From an optimization exercise on the open Yosys and OpenROAD flow, aimed at small area and a short achievable clock period; shortcuts taken in it are not production practice.
In this exercise RTL edits were held to simulation tests only and were not proved equivalent to the original.
Power and IR drop assume default switching activity.

==> inputs of job 189 <==
==> flow/design.v (excerpt) <==
module pwroff_engine (
    input  wire        clk,
    input  wire        rst_n,         
    input  wire [31:0] base,
    input  wire [31:0] tick_rate,
    input  wire        trig_valid,
    input  wire [7:0]  trig_reason,
    output wire        ret_valid,
    output wire        ret_handled,
    input  wire        ret_ready,
    output wire        bus_valid,
    output wire        bus_write,
    output wire [31:0] bus_addr,
    output wire [7:0]  bus_wdata,
    input  wire        bus_ready,
    input  wire [7:0]  bus_rdata,
    output wire        slp_valid,
    output wire [6:0]  slp_units,
    input  wire        slp_ready,
    output wire        diag_valid,
    output wire [7:0]  diag_code,
    output wire [31:0] diag_data,
    input  wire        diag_ready,
    output wire [31:0] status
);
    localparam [3:0] S_IDLE         = 4'd0;
    localparam [3:0] S_CFG          = 4'd1;
    localparam [3:0] S_TX_POLL      = 4'd2;
    localparam [3:0] S_TX_WRITE     = 4'd3;
    localparam [3:0] S_RX_POLL      = 4'd4;
    localparam [3:0] S_RX_SLEEP     = 4'd5;
    localparam [3:0] S_RX_DATA      = 4'd6;
    localparam [3:0] S_DIAG_SHORT   = 4'd7;
    localparam [3:0] S_SETTLE_FLUSH = 4'd8;
    localparam [3:0] S_DIAG_CSUM    = 4'd9;
    localparam [3:0] S_DIAG_NAK     = 4'd10;
    localparam [3:0] S_POST_OK      = 4'd11;
    localparam [3:0] S_DIAG_EXH     = 4'd12;
    localparam [3:0] S_EXH_SLEEP    = 4'd13;
    localparam [3:0] S_RETURN       = 4'd14;
  ...
clock: 20.0 ns
lec_check: 0
cap_margin: 20
core_margin: 2
core_utilization: 40
slew_margin: 20
standard.sh (not shown) runs the stock make flow with config.mk's settings and CLKGATE_MAP_FILE= SYNTH_SCRIPT=/design/flow/synth_recipe.tcl, a recipe that flattens the netlist after the stock synthesis.
==> flow/flow/run.sh <==
#!/bin/bash
# The standard layout (standard.sh) with:
#  - the standard synthesis script, its ABC step given an area script;
#  - the synthesis buffers removed at floorplan;
#  - small port buffers;
#  - timing repair after CTS aiming past the clock period (setup margin).
set -euo pipefail
W=$PWD
{ head -n 1 synth_recipe.tcl; cat flow/abc_override.tcl; tail -n +2 synth_recipe.tcl; } > synth_area.tcl
export AREA_ABC_SCRIPT=$W/flow/area.abc
bash standard.sh \
  SYNTH_SCRIPT=$W/synth_area.tcl \
  REMOVE_ABC_BUFFERS=1 \
  "BUFFER_PORTS_ARGS=-buffer_cell sky130_fd_sc_hd__buf_1" \
  SETUP_SLACK_MARGIN=14.8 \
  SKIP_REPAIR_TIE_FANOUT=1 \
  CTS_BUF_LIST=sky130_fd_sc_hd__clkbuf_8 \
  finish > standard.log 2>&1
==> flow/flow/abc_override.tcl <==
# Map the logic with an area-oriented ABC script (flow/area.abc) in place of
# the speed script; every other argument (liberty, dont_use cells, delay
# target) is kept. The flip-flops are mapped before ABC runs, so they are the
# standard synthesis's.
proc abc {args} {
  set i [lsearch -exact $args -script]
  if { $i >= 0 } {
    set args [lreplace $args $i [expr {$i + 1}] -script $::env(AREA_ABC_SCRIPT)]
  }
  yosys abc {*}$args
}
==> flow/flow/area.abc <==
&get -n
&st
&dch
&nf -R 1000
&put
==> inputs of job 2492, as changes to job 189 <==
--- a/flow/flow/run.sh
+++ b/flow/flow/run.sh
@@ -7,12 +7,14 @@
 set -euo pipefail
 W=$PWD
 { head -n 1 synth_recipe.tcl; cat flow/abc_override.tcl; tail -n +2 synth_recipe.tcl; } > synth_area.tcl
 export AREA_ABC_SCRIPT=$W/flow/area.abc
 bash standard.sh \
   SYNTH_SCRIPT=$W/synth_area.tcl \
   REMOVE_ABC_BUFFERS=1 \
   "BUFFER_PORTS_ARGS=-buffer_cell sky130_fd_sc_hd__buf_1" \
-  SETUP_SLACK_MARGIN=14.8 \
+  SETUP_SLACK_MARGIN=14.6 \
+  MATCH_CELL_FOOTPRINT=0 \
   SKIP_REPAIR_TIE_FANOUT=1 \
+  CORE_UTILIZATION=65 \
   CTS_BUF_LIST=sky130_fd_sc_hd__clkbuf_8 \
   finish > standard.log 2>&1
==> inputs of job 5799, as changes to job 189 <==
--- a/flow/design.v
+++ b/flow/design.v
@@ -39,17 +39,16 @@
     localparam [3:0] S_EXH_SLEEP    = 4'd13;
     localparam [3:0] S_RETURN       = 4'd14;
     localparam [3:0] S_DONE         = 4'd15;
     reg  [3:0]  st;
     reg         vbus, vslp, vdiag, vret;     
     reg         hs;          
     reg         lsr;         
     reg         flt;         
-    reg         cfgd;        
     reg  [1:0]  cmd;
     reg  [1:0]  att;
     reg  [5:0]  res;         
     reg         fm;          
     reg  [5:0]  cnt;         
     reg  [3:0]  k;           
     reg  [7:0]  acc;
     reg  [31:0] R;
@@ -79,17 +78,17 @@
     assign bus_addr  = {A, 2'b00};
     assign bus_wdata = R[31:24];
     wire   u1   = !st[3];                            
     wire   u10  = st[3] && st[0];                    
     wire   u100 = st[3] && !st[0];                   
     assign slp_units = {u100, u100, 1'b0, u10, u100, u10, u1};
     assign diag_code = {5'd0, st[3] && st[2], st[3] && !st[2], st[1]};
     assign diag_data = R;
-    wire [2:0] cfg_j = cnt[2:0] | {3{cfgd}};
+    wire [2:0] cfg_j = cnt[2:0] | {3{att[1] || att[0]}};
     assign status = {flt, 6'd0, flt, 4'b0000, res, 2'b00, att, cmd, 1'b0, cfg_j, st};
     reg [2:0] idx;
     always @(*) begin
         if (s_cfg)
             case (cnt[2:0])
                 3'd0: idx = 3'd3;        
                 3'd1: idx = 3'd0;        
                 3'd2: idx = 3'd1;        
@@ -178,31 +177,30 @@
     wire       c39    = cnt[5] && cnt[2] && cnt[1] && cnt[0];     
     wire       c20    = cnt[4] && cnt[2];                         
     wire       clt4   = !(cnt[5] || cnt[4] || cnt[3] || cnt[2]);
     wire       k10    = k[3] && k[0];                             
     wire       last   = fm ? c39 : (cnt[1:0] == ((cmd == 2'd0) ? 2'd3 : 2'd2));
     wire       reason_ok = (trig_reason == 8'h01) || (trig_reason == 8'h02);
     wire       prep = !pend && !hs;
     reg [3:0] st_n;
-    reg       go, flt_n, fm_n, cfgd_n, ret_nh;
+    reg       go, flt_n, fm_n, ret_nh;
     reg [1:0] cmd_n, att_n;
     reg [5:0] res_n;
     reg [5:0] cnt_n;
     reg [3:0] k_n;
     reg [7:0] acc_n;
     reg       r_top, r_sh, r_q;    
     reg       done, fail;
     always @(*) begin
         st_n   = st;
         go     = 1'b0;
         ret_nh = 1'b0;
         flt_n  = flt;
         fm_n   = fm;
-        cfgd_n = cfgd;
         cmd_n  = cmd;
         att_n  = att;
         res_n  = res;
         cnt_n  = cnt;
         k_n    = k;
         acc_n  = acc;
         r_top  = 1'b0;
         r_sh   = 1'b0;
@@ -226,17 +224,16 @@
         if (fire && s_ret)
             st_n = S_DONE;
         if (hs) begin
             case (st)
                 S_CFG: begin
                     cnt_n = cnt1;
                     r_sh  = (cnt[2:0] == 3'd1);          
                     if (cnt[2:0] == 3'd6) begin
-                        cfgd_n = 1'b1;
                         cmd_n  = 2'd0;
                         att_n  = 2'd1;
                         fm_n   = 1'b0;
                         cnt_n  = 6'd0;
                         st_n   = S_TX_POLL;
                     end
                 end
                 S_TX_POLL:
@@ -393,28 +390,26 @@
         acc <= acc_n;
         if (!rst_n) begin
             st    <= S_IDLE;
             vbus  <= 1'b0;
             vslp  <= 1'b0;
             vdiag <= 1'b0;
             vret  <= 1'b0;
             flt   <= 1'b0;
-            cfgd  <= 1'b0;
             cmd   <= 2'd0;
             att   <= 2'd0;
             res   <= 6'd0;
             cnt[2:0] <= 3'd0;         
         end else begin
             st    <= st_n;
             vbus  <= vbus ? !bus_ready : (go && st_bus);
             vslp  <= vslp ? !slp_ready : (go && st_slp);
             vdiag <= vdiag ? !diag_ready : (go && st_diag);
             vret  <= vret ? !ret_ready : ((go && s_ret) || ret_nh);
             flt   <= flt_n;
-            cfgd  <= cfgd_n;
             cmd   <= cmd_n;
             att   <= att_n;
             res   <= res_n;
             cnt[2:0] <= cnt_n[2:0];
         end
     end
 endmodule
==> flow/flow/run.sh (replaced) <==
#!/bin/bash
# The standard layout (standard.sh), with these changes:
#  - synthesis: the standard flow's synthesis script, its ABC step given an area-oriented
#    script (flow/abc_override.tcl, flow/area.abc); flip-flops are mapped
#    before ABC, so the registers are the standard synthesis's;
#  - the synthesis buffers are removed at floorplan;
#  - every port gets a buf_1 buffer;
#  - one tie cell drives all constant outputs;
#  - timing repair after CTS and global routing aims past the clock period
#    (setup margin 14.6 ns), with resizing free to change cell footprints;
#  - CTS builds the clock tree from clkbuf_8 cells.
# ORFS writes each step's log under orfs/logs; make's output goes to
# standard.log.
set -euo pipefail
W=$PWD
{ head -n 1 synth_recipe.tcl; cat flow/abc_override.tcl; tail -n +2 synth_recipe.tcl; } > synth_area.tcl
export AREA_ABC_SCRIPT=$W/flow/area.abc
bash standard.sh \
  SYNTH_SCRIPT=$W/synth_area.tcl \
  REMOVE_ABC_BUFFERS=1 \
  "BUFFER_PORTS_ARGS=-buffer_cell sky130_fd_sc_hd__buf_1" \
  SKIP_REPAIR_TIE_FANOUT=1 \
  SETUP_SLACK_MARGIN=14.6 \
  MATCH_CELL_FOOTPRINT=0 \
  CTS_BUF_LIST=sky130_fd_sc_hd__clkbuf_8 \
  finish > standard.log 2>&1
==> run summary <==
| Step | Metric | Value |
|---|---|---|
| run status | Run status | finished clean |
| synth | Synth Area in XOR/XNOR | 4.35% |
| layout | Fraction of area in multi-input gates | 46.4% |
| synth | Number of distinct library cell variants in the gate-level netlist after synthesis | 56 |
| layout | Count of fill cells added during filler insertion | 1504 |
-- figures above: job 189

==> run summary <==
| Step | Metric | Value |
|---|---|---|
| run status | Run status | finished clean |
| layout | Number of flip-flops in the largest register | 32 |
| synth | Number of distinct library cell variants in the gate-level netlist after synthesis | 56 |
| synth | Average footprint of a synthesized cell | 8.90 sq um |
| layout | Most common library cell in the layout ignoring fill and taps | buf_1 |
| layout | Fraction of area in multi-input gates | 47.7% |
| layout | Count of fill cells added during filler insertion | 711 |
| synth | Synth Area in XOR/XNOR | 4.35% |
| synth | Complex-gate fraction of the synthesized area | 19.1% |
| drt | DRC violation count after routing | 0 |
-- figures above: job 2492

==> run summary <==
| Step | Metric | Value |
|---|---|---|
| synth | Number of distinct library cell variants in the gate-level netlist after synthesis | 55 |
| layout | Count of fill cells added during filler insertion | 1554 |
| layout | Fraction of area in multi-input gates | 47.3% |
| synth | Average footprint of a synthesized cell | 8.81 sq um |
| run status | Run status | finished clean |
| power | Fraction of power consumed by combinational cells | 25.6% |
| synth | Synth Area in XOR/XNOR | 4.36% |
-- figures above: job 5799

==> static timing again, ports no longer ideal <==
Ports are ideal in the flow. The routed layouts listed here were re-timed in OpenROAD.
Step 1: set_driving_cell puts a clkbuf_16 on clk and a buf_2 on each other input, an assumption about the parent block.
Step 2, shift: input delay + t, output delay - t, t = (earliest + latest rising clock arrival at the registers) / 2. This alone moves slack from input paths to output paths.
a / b / c = ideal / step 1 / step 2; a / b = the first two.
run	t, ns	setup WS [ns]	worst setup path at the end	clock arrival spread, ns	pins driven straight from the clock port
job 189	0.428	14.674 / 14.687 / 14.258	input to register	0.010 / 0.011	1
job 2492	0.411	14.596 / 14.608 / 14.197	input to register	0.010 / 0.009	1
job 5799	0.424	14.686 / 14.650 / 14.301	input to register	0.010 / 0.011	1
After both steps setup and hold are still met in every run listed. The setup slack of job 189, which loses most, moves by +0.013 ns with the drivers and by -0.416 ns with both steps.
